This design comes from an exercise in tuning for small area, a short achievable clock period and few clock cycles on the open sky130 flow, not from production work.
Where RTL was checked, it was by simulation tests only, not by an equivalence proof against the original.
Power and IR drop assume default switching activity.

Design line_decoder, start of the top module:
module line_decoder (
    input  wire               clk,
    input  wire               rst,
    input  wire               start,
    input  wire        [2:0]  cmd_scheme,
    input  wire        [15:0] cmd_ncells,
    input  wire signed [15:0] cmd_spb,
    input  wire        [11:0] cmd_fs,
    input  wire               s_valid,
    output wire               s_ready,
    input  wire signed [11:0] s_data,
    output reg                b_valid,
    output reg                b_bit,
    output reg                busy,
    output reg                done,
    output reg         [1:0]  res,
    output wire        [15:0] outlen
);
Settings: LEC_CHECK=0, CAP_MARGIN=20, CORE_MARGIN=2, CORE_UTILIZATION=40, PLACE_DENSITY=0.6, SLEW_MARGIN=20; clock period 12.0 ns.
standard.sh (not shown) runs the stock make flow with config.mk's settings and CLKGATE_MAP_FILE= SYNTH_SCRIPT=/design/flow/synth_recipe.tcl, a recipe that flattens the netlist after the stock synthesis.
==> flow/flow/run.sh <==
#!/bin/bash
# Standard layout, with timing repair aimed at a tighter setup target than the clock period.
set -euo pipefail
bash standard.sh SETUP_SLACK_MARGIN=8.7 CORE_UTILIZATION=60 PLACE_DENSITY=0.75 CTS_CLUSTER_SIZE=24 CTS_CLUSTER_DIAMETER=80 finish > standard_flow.log 2>&1
Rerun with:
--- a/flow/design.v
+++ b/flow/design.v
@@ -96,17 +96,17 @@
     reg  signed [11:0] x1;
     reg         v1;
     reg         s1_p2, s1_cfirst, s1_hfirst, s1_h2, s1_hend, s1_cend, s1_last;
     reg         nxt_cfirst, nxt_hfirst;    
     reg  signed [14:0] y5;
     reg         v2t, v2;
     reg         s2_cfirst, s2_hfirst, s2_h2, s2_hend, s2_cend, s2_last;
-    wire signed [16:0] ta, tb, tc;   
-    wire        ci_ab;
-    wire        s3_rstab, s3_rstc;
+    reg  signed [16:0] ta, tb, tc;
+    reg         s3_rstab, s3_rstc, s3_hend, s3_cend, s3_last;
+    reg         ci_ab;       
     wire        neg_a, neg_b, neg_c;
     reg         v4_hend, v4_cend, v4_last;
     reg         ref_nz, ref_pos;     
     reg         dm_bit;              
     reg  [7:0]  w_pre, w_pol;        
     reg  [3:0]  w_cnt;
     reg  [3:0]  skip;                
@@ -258,34 +258,37 @@
         if (!busy) begin
             tm  <= {2'b00, cmd_fs};
             tn1 <= 1'b0;
         end else if (v2t && y_gt) begin
             tm  <= y_m;
             tn1 <= y_n;
         end
+        ta <= !v2 ? 17'sd0 : (f_man && s2_h2) ? tn : tg;
+        tb <= !v2 ? 17'sd0 : (f_man && s2_h2) ? tn : tl;
+        ci_ab <= v2 && f_man && s2_h2;
+        tc <= !v2 ? 17'sd0 : tg;
+        s3_rstab <= v2 && (s2_cfirst || (f_dman && s2_hfirst));
+        s3_rstc  <= v2 && s2_cfirst;
+        s3_hend  <= v2 && s2_hend;
+        s3_cend  <= v2 && s2_cend;
+        s3_last  <= s2_last;
     end
-    assign ci_ab    = v2 && f_man && s2_h2;
-    assign tb       = !v2 ? 17'sd0 : ci_ab ? tn : tl;
-    assign tc       = !v2 ? 17'sd0 : tg;
-    assign ta       = ci_ab ? tn : tc;
-    assign s3_rstab = v2 && (s2_cfirst || (f_dman && s2_hfirst));
-    assign s3_rstc  = v2 && s2_cfirst;
     bacc #(.INIT(32'hffffffff)) u_acc_a (.clk(clk), .restart(s3_rstab), .t(ta), .ci(ci_ab), .neg(neg_a));
     bacc #(.INIT(32'h00000000)) u_acc_b (.clk(clk), .restart(s3_rstab), .t(tb), .ci(ci_ab), .neg(neg_b));
     bacc #(.INIT(32'hffffffff)) u_acc_c (.clk(clk), .restart(s3_rstc),  .t(tc), .ci(1'b0),  .neg(neg_c));
     always @(posedge clk) begin
-        v4_last <= s2_last;
+        v4_last <= s3_last;
     end
     always @(posedge clk) begin
         if (rst) begin
             v4_hend <= 1'b0;
             v4_cend <= 1'b0;
         end else begin
-            v4_hend <= v2 && s2_hend;
-            v4_cend <= v2 && s2_cend;
+            v4_hend <= s3_hend;
+            v4_cend <= s3_cend;
         end
     end
     always @(posedge clk) begin
         if (rst) begin
             b_valid <= 1'b0;
             b_bit   <= 1'b0;
             flush   <= 1'b0;
Outcome:
- die area rose by 5.0%
- cell area goes down by 4.3%
- worst setup slack improves by 0.22 ns
- first-iteration DRC count went down by 23%
- non-clock buffer count goes down by 104
- via count came out lower by 6.6%
Testbench counts after the change, summed over its fixed seeds: cycles 62,204.
The RTL of the first run of this note was laid out without a check of its function.

* * *

## the baseline
The RTL this note starts from:
==> flow/design.v <==
module thr_cmp (
    input  wire signed [14:0] y5,
    input  wire        [13:0] tm,
    input  wire               tn1,
    output wire signed [16:0] tg,
    output wire signed [16:0] tl,
    output wire signed [16:0] tn
);
    wire signed [16:0] x20 = {y5, 2'b00};
    wire signed [16:0] te  = {3'd0, tm};
    assign tg = x20 + ~te + {16'd0, !tn1};    
    assign tl = x20 + te + {16'd0, tn1};
    assign tn = ~x20;                         
endmodule
module bacc #(parameter BS = 6, parameter [31:0] INIT = 32'hffffffff) (
    input  wire        clk,
    input  wire        restart,
    input  wire [16:0] t,
    input  wire        ci,
    output wire        neg
);
    localparam NB = (32 + BS - 1) / BS;
    reg  [31:0]   acc;
    reg  [NB-2:0] cr;
    wire [31:0]   a = restart ? INIT : acc;
    wire [31:0]   b = {{15{t[16]}}, t};
    wire [NB-1:0] bcin = restart ? {{(NB-1){1'b0}}, ci} : {cr, ci};
    wire [NB-1:0] bco;
    wire [31:0]   s;
    genvar j;
    generate for (j = 0; j < NB; j = j + 1) begin : blk
        localparam LO = j * BS;
        localparam W  = (LO + BS > 32) ? (32 - LO) : BS;
        wire [W:0] r = {1'b0, a[LO +: W]} + {1'b0, b[LO +: W]} + {{W{1'b0}}, bcin[j]};
        assign s[LO +: W] = r[W-1:0];
        assign bco[j] = r[W];
    end endgenerate
    always @(posedge clk) begin
        acc <= s;
        cr  <= bco[NB-2:0];
    end
    wire [NB-1:0] c;
    assign c[0] = 1'b0;
    generate for (j = 1; j < NB; j = j + 1) begin : res
        localparam LO = (j - 1) * BS;
        wire d = (j == 1) ? 1'b0 : cr[j-2];
        assign c[j] = (d & c[j-1]) ? (&acc[LO+1 +: BS-1]) : ((d | c[j-1]) & (&acc[LO +: BS]));
    end endgenerate
    localparam TL = (NB - 1) * BS;
    wire dt  = cr[NB-2];
    wire c31;
    generate if (TL >= 30) begin : top1
        assign c31 = (dt & c[NB-1]) | ((dt | c[NB-1]) & acc[30]);
    end else begin : topn
        assign c31 = (dt & c[NB-1]) ? (&acc[30:TL+1]) : ((dt | c[NB-1]) & (&acc[30:TL]));
    end endgenerate
    assign neg = acc[31] ^ c31;
endmodule
module line_decoder (
    input  wire               clk,
    input  wire               rst,
    input  wire               start,
    input  wire        [2:0]  cmd_scheme,
    input  wire        [15:0] cmd_ncells,
    input  wire signed [15:0] cmd_spb,
    input  wire        [11:0] cmd_fs,
    input  wire               s_valid,
    output wire               s_ready,
    input  wire signed [11:0] s_data,
    output reg                b_valid,
    output reg                b_bit,
    output reg                busy,
    output reg                done,
    output reg         [1:0]  res,
    output wire        [15:0] outlen
);
    localparam [2:0] SC_NRZL = 3'd0, SC_NRZI = 3'd1, SC_MAN = 3'd2, SC_DMAN = 3'd3,
                     SC_AMI  = 3'd4, SC_B8ZS = 3'd5, SC_HDB3 = 3'd6, SC_RSVD = 3'd7;
    localparam [1:0] RES_OK = 2'd0, RES_EMPTY = 2'd1, RES_INVALID = 2'd2, RES_UNSUP = 2'd3;
    reg  [15:0] n_l;
    reg  [13:0] h_l;         
    reg         f_nrzl, f_nrzi, f_man, f_dman, f_win, f_b8;
    reg  [13:0] tm;
    reg         tn1;
    assign outlen = n_l;
    reg         rdy;         
    reg         pass2;
    reg  [13:0] hc;          
    reg         hb;          
    reg  [15:0] kc;          
    assign s_ready = rdy;
    wire        take   = s_valid && rdy;
    wire        h_end  = (hc == 14'd1);
    wire        c_end  = h_end && hb;
    wire        k_last = (kc == 16'd1);
    reg  signed [11:0] x1;
    reg         v1;
    reg         s1_p2, s1_cfirst, s1_hfirst, s1_h2, s1_hend, s1_cend, s1_last;
    reg         nxt_cfirst, nxt_hfirst;    
    wire signed [14:0] y5 = {{3{x1[11]}}, x1} + {x1[11], x1, 2'b00};
    wire        v2t = v1 && !s1_p2;
    wire        v2  = v1 && s1_p2;
    wire        s2_cfirst = s1_cfirst, s2_hfirst = s1_hfirst, s2_h2 = s1_h2;
    wire        s2_hend = s1_hend, s2_cend = s1_cend, s2_last = s1_last;
    reg  signed [16:0] tc, tb;      
    wire signed [16:0] ta;
    reg         s3_rstab, s3_rstc, s3_hend, s3_cend, s3_last;
    reg         ci_ab;       
    wire        neg_a, neg_b, neg_c;
    reg         v4_hend, v4_cend, v4_last;
    reg         ref_nz, ref_pos;     
    reg         dm_bit;              
    reg  [7:0]  w_pre, w_pol;        
    reg  [3:0]  w_cnt;
    reg  [3:0]  skip;                
    reg         lb_pos;
    reg         flush;
    wire signed [16:0] tg, tl, tn;
    thr_cmp u_terms (.y5(y5), .tm(tm), .tn1(tn1), .tg(tg), .tl(tl), .tn(tn));
    wire [13:0] y_m  = y5[13:0] ^ {14{y5[14]}};
    wire        y_n  = y5[14];
    wire        y_gt = {y_m, y_n} > {tm, tn1};
    wire gt  = !neg_a;                   
    wire lt  =  neg_b;                   
    wire nz  = gt || lt;
    wire cgt = !neg_c;
    reg  line_bit;
    always @(*) begin
        if (f_nrzl)      line_bit = gt;
        else if (f_nrzi) line_bit = nz && ref_nz && (gt != ref_pos);
        else if (f_man)  line_bit = lt || (!gt && cgt);
        else if (f_dman) line_bit = dm_bit;
        else             line_bit = nz;
    end
    wire [3:0]  win_len  = f_b8 ? 4'd8 : 4'd4;
    wire        w_full   = (w_cnt == win_len);
    wire [2:0]  w_last   = f_b8 ? 3'd7 : 3'd3;
    wire        ex_pre   = w_pre[w_last];
    wire        ex_pol   = w_pol[w_last];
    wire        ex_bit   = ex_pre && (skip == 4'd0);
    wire        lb_eff   = (w_full && ex_pre) ? ex_pol : lb_pos;
    wire [7:0]  np_pre   = {w_pre[6:0], nz};
    wire [7:0]  np_pol   = {w_pol[6:0], gt};
    wire [3:0]  cnt_n    = w_full ? w_cnt : w_cnt + 4'd1;
    wire        test_en  = (cnt_n == win_len) && (skip <= 4'd1);
    wire b8_shape = !np_pre[7] && !np_pre[6] && !np_pre[5] && np_pre[4] &&
                     np_pre[3] && !np_pre[2] && np_pre[1] && np_pre[0];
    wire b8_pol   = (np_pol[4] == lb_eff) && (np_pol[3] != lb_eff) &&
                    (np_pol[1] != lb_eff) && (np_pol[0] == lb_eff);
    wire match8   = b8_shape && b8_pol;
    wire h_mid    = !np_pre[2] && !np_pre[1] && np_pre[0];
    wire t000v    = h_mid && !np_pre[3] && (np_pol[0] == lb_eff);
    wire tb00v    = h_mid &&  np_pre[3] && (np_pol[3] != lb_eff) && (np_pol[0] == np_pol[3]);
    wire match4   = t000v || tb00v;
    wire        match    = test_en && (f_b8 ? match8 : match4);
    wire [2:0]  fl_idx   = w_cnt[2:0] - 3'd1;
    wire        fl_bit   = w_pre[fl_idx] && (skip == 4'd0);
    always @(posedge clk) begin
        if (rst) begin
            busy    <= 1'b0;
            done    <= 1'b0;
            res     <= RES_OK;
            n_l     <= 16'd0;
            rdy     <= 1'b0;
            v1      <= 1'b0;
        end else begin
            v1  <= take;
            if (!busy) begin
                if (start) begin
                    done   <= 1'b0;
                    res    <= RES_OK;
                    n_l    <= 16'd0;
                    if (cmd_ncells == 16'd0) begin
                        res  <= RES_EMPTY;
                        done <= 1'b1;
                    end else if (cmd_spb <= 16'sd0 || cmd_spb[0]) begin
                        res  <= RES_INVALID;
                        done <= 1'b1;
                    end else if (cmd_scheme == SC_RSVD) begin
                        res  <= RES_UNSUP;
                        done <= 1'b1;
                    end else begin
                        busy <= 1'b1;
                        rdy  <= 1'b1;
                        n_l  <= cmd_ncells;
                    end
                end
            end else begin
                if (take && pass2 && c_end && k_last)
                    rdy <= 1'b0;
                if ((v4_cend && v4_last && !f_win) || (flush && w_cnt == 4'd1)) begin
                    busy <= 1'b0;
                    done <= 1'b1;
                end
            end
        end
    end
    always @(posedge clk) begin
        if (!busy) begin
            h_l    <= cmd_spb[14:1];
            f_nrzl <= (cmd_scheme == SC_NRZL);
            f_nrzi <= (cmd_scheme == SC_NRZI);
            f_man  <= (cmd_scheme == SC_MAN);
            f_dman <= (cmd_scheme == SC_DMAN);
            f_win  <= (cmd_scheme == SC_B8ZS) || (cmd_scheme == SC_HDB3);
            f_b8   <= (cmd_scheme == SC_B8ZS);
            hc     <= cmd_spb[14:1];
            hb     <= 1'b0;
            kc     <= cmd_ncells;
            pass2  <= 1'b0;
            nxt_cfirst <= 1'b1;
            nxt_hfirst <= 1'b0;
        end else if (take) begin
            if (h_end) begin
                hc <= h_l;
                hb <= !hb;
            end else begin
                hc <= hc - 14'd1;
            end
            if (c_end) begin
                if (k_last) begin
                    kc    <= n_l;
                    pass2 <= 1'b1;
                end else begin
                    kc <= kc - 16'd1;
                end
            end
            nxt_cfirst <= c_end;
            nxt_hfirst <= h_end && !hb;
        end
    end
    always @(posedge clk) begin
        x1        <= s_data;
        s1_p2     <= pass2;
        s1_cfirst <= nxt_cfirst;
        s1_hfirst <= nxt_hfirst;
        s1_h2     <= hb;
        s1_hend   <= h_end && !hb;
        s1_cend   <= c_end;
        s1_last   <= c_end && k_last;
    end
    always @(posedge clk) begin
        if (!busy) begin
            tm  <= {2'b00, cmd_fs};
            tn1 <= 1'b0;
        end else if (v2t && y_gt) begin
            tm  <= y_m;
            tn1 <= y_n;
        end
        tb <= !v2 ? 17'sd0 : (f_man && s2_h2) ? tn : tl;
        ci_ab <= v2 && f_man && s2_h2;
        tc <= !v2 ? 17'sd0 : tg;
        s3_rstab <= v2 && (s2_cfirst || (f_dman && s2_hfirst));
        s3_rstc  <= v2 && s2_cfirst;
        s3_hend  <= v2 && s2_hend;
        s3_cend  <= v2 && s2_cend;
        s3_last  <= s2_last;
    end
    assign ta = ci_ab ? tb : tc;
    bacc #(.INIT(32'hffffffff)) u_acc_a (.clk(clk), .restart(s3_rstab), .t(ta), .ci(ci_ab), .neg(neg_a));
    bacc #(.INIT(32'h00000000)) u_acc_b (.clk(clk), .restart(s3_rstab), .t(tb), .ci(ci_ab), .neg(neg_b));
    bacc #(.INIT(32'hffffffff)) u_acc_c (.clk(clk), .restart(s3_rstc),  .t(tc), .ci(1'b0),  .neg(neg_c));
    always @(posedge clk) begin
        v4_last <= s3_last;
    end
    always @(posedge clk) begin
        if (rst) begin
            v4_hend <= 1'b0;
            v4_cend <= 1'b0;
        end else begin
            v4_hend <= s3_hend;
            v4_cend <= s3_cend;
        end
    end
    always @(posedge clk) begin
        if (rst) begin
            b_valid <= 1'b0;
            b_bit   <= 1'b0;
            flush   <= 1'b0;
        end else begin
            b_valid <= 1'b0;
            b_bit   <= 1'b0;
            if (!busy) begin
                flush   <= 1'b0;
                ref_nz  <= 1'b0;
                ref_pos <= 1'b0;
                w_cnt   <= 4'd0;
                skip    <= 4'd0;
                lb_pos  <= 1'b0;
            end else begin
                if (v4_hend)
                    dm_bit <= nz && ref_nz && (gt == ref_pos);
                if (v4_cend) begin
                    if (!f_win) begin
                        b_valid <= 1'b1;
                        b_bit   <= line_bit;
                        if (f_nrzi && nz) begin
                            ref_nz  <= 1'b1;
                            ref_pos <= gt;
                        end
                        if (f_dman) begin
                            ref_nz  <= nz;
                            ref_pos <= gt;
                        end
                    end else begin
                        if (w_full) begin
                            b_valid <= 1'b1;
                            b_bit   <= ex_bit;
                        end
                        lb_pos <= lb_eff;
                        w_pre  <= np_pre;
                        w_pol  <= np_pol;
                        w_cnt  <= cnt_n;
                        if (match)
                            skip <= win_len;
                        else if (skip != 4'd0)
                            skip <= skip - 4'd1;
                        if (v4_last)
                            flush <= 1'b1;
                    end
                end else if (flush) begin
                    b_valid <= 1'b1;
                    b_bit   <= fl_bit;
                    w_cnt   <= w_cnt - 4'd1;
                    if (skip != 4'd0)
                        skip <= skip - 4'd1;
                    if (w_cnt == 4'd1)
                        flush <= 1'b0;
                end
            end
        end
    end
endmodule
clock: 12.0 ns
lec_check: 0
cap_margin: 20
core_margin: 2
core_utilization: 40
place_density: 0.6
slew_margin: 20
Scripts as last shown in full above: flow/flow/run.sh
The baseline finished all stages; the layout is clean.
Changes in the candidate relative to the baseline:
-- flow/design.v --
<<< the baseline, line 98
    reg         s1_p2, s1_cfirst, s1_hfirst, s1_h2, s1_hend, s1_cend, s1_last;
    reg         nxt_cfirst, nxt_hfirst;    
    wire signed [14:0] y5 = {{3{x1[11]}}, x1} + {x1[11], x1, 2'b00};
    wire        v2t = v1 && !s1_p2;
    wire        v2  = v1 && s1_p2;
    wire        s2_cfirst = s1_cfirst, s2_hfirst = s1_hfirst, s2_h2 = s1_h2;
    wire        s2_hend = s1_hend, s2_cend = s1_cend, s2_last = s1_last;
    reg  signed [16:0] tc, tb;      
    wire signed [16:0] ta;
>>> the candidate, line 98
    reg         s1_p2, s1_cfirst, s1_hfirst, s1_h2, s1_hend, s1_cend, s1_last;
    reg         nxt_cfirst, nxt_hfirst;    
    reg  signed [14:0] y5;
    reg         v2t, v2;
    reg         s2_cfirst, s2_hfirst, s2_h2, s2_hend, s2_cend, s2_last;
    reg  signed [16:0] tc, tb;      
    wire signed [16:0] ta;
<<< the baseline, line 241
    end
    always @(posedge clk) begin
        if (!busy) begin
            tm  <= {2'b00, cmd_fs};
>>> the candidate, line 239
    end
    always @(posedge clk) begin
        y5        <= {{3{x1[11]}}, x1} + {x1[11], x1, 2'b00};
        s2_cfirst <= s1_cfirst;
        s2_hfirst <= s1_hfirst;
        s2_h2     <= s1_h2;
        s2_hend   <= s1_hend;
        s2_cend   <= s1_cend;
        s2_last   <= s1_last;
    end
    always @(posedge clk) begin
        if (rst) begin
            v2t <= 1'b0;
            v2  <= 1'b0;
        end else begin
            v2t <= v1 && !s1_p2;
            v2  <= v1 && s1_p2;
        end
    end
    always @(posedge clk) begin
        if (!busy) begin
            tm  <= {2'b00, cmd_fs};
Findings:
Amount of wire on met3 after detailed routing, the baseline and the candidate: smaller value in the candidate. The candidate: sequential share of layout area higher than the baseline. The candidate reports its critical path class as flip-flop to output pin while the baseline reports flip-flop to flip-flop. Area after synthesis for the candidate: 340 µm² up relative to the baseline. Summary: via count of the routed design, the candidate better than the baseline. Lower final critical delay including setup and external delays was reported by the candidate, not the baseline. Relative to the baseline, total of clock buffers placed in the layout decreased by 4.0% in the candidate. From the baseline to the candidate, setup total negative slack did not move at all. Changes observed in the candidate relative to the baseline: area of the placeable core saw an increase; synthesis-stage register bit count saw an increase. NOTE die area the baseline->the candidate increased slightly. Compared to the baseline, the candidate has total number of cells along the worst setup path 15 lower. Compared with the baseline, the candidate shows share of the final layout cell area in multi-input gates lower by 2.7 points. The candidate: combinational power share is 8.1 points lower than what the baseline reported.
Testbench counts of the candidate, summed over its fixed seeds: cycles 62,204.
The RTL of the baseline was laid out without a check of its function.

static timing again, ports no longer ideal:
The results above use ideal ports. As a check the final layouts listed here were re-extracted and re-timed, cells and wires unchanged. Step 1: set_driving_cell puts a clkbuf_16 on clk and a buf_2 on each other input, an assumption about the parent block. Step 2, shift: input delay + t, output delay - t, t = (earliest + latest rising clock arrival at the registers) / 2. This alone moves slack from input paths to output paths. Three values: ideal ports, drivers, drivers and shift; two values: the first two.
| run | shift t [ns] | setup slack, ns | worst setup path after step 2 | clock arrival spread, ns | worst register clock-pin slew, ns |
|---|---|---|---|---|---|
| the first run of note 1 | 0.570 | 8.360 / 8.360 / 8.188 | input to register | 0.033 / 0.034 | 0.10 / 0.10 |
| the second run of note 1 | 0.570 | 8.585 / 8.533 / 8.172 | input to register | 0.024 / 0.024 | 0.10 / 0.10 |
| the baseline | 0.555 | 8.388 / 8.388 / 8.155 | input to register | 0.032 / 0.032 | 0.10 / 0.10 |
| the candidate | 0.569 | 8.585 / 8.535 / 8.166 | input to register | 0.027 / 0.027 | 0.10 / 0.10 |
After both steps setup and hold are still met in every run listed. For the candidate, which loses most, drivers alone change the setup slack by -0.050 ns; drivers and shift together by -0.419 ns.
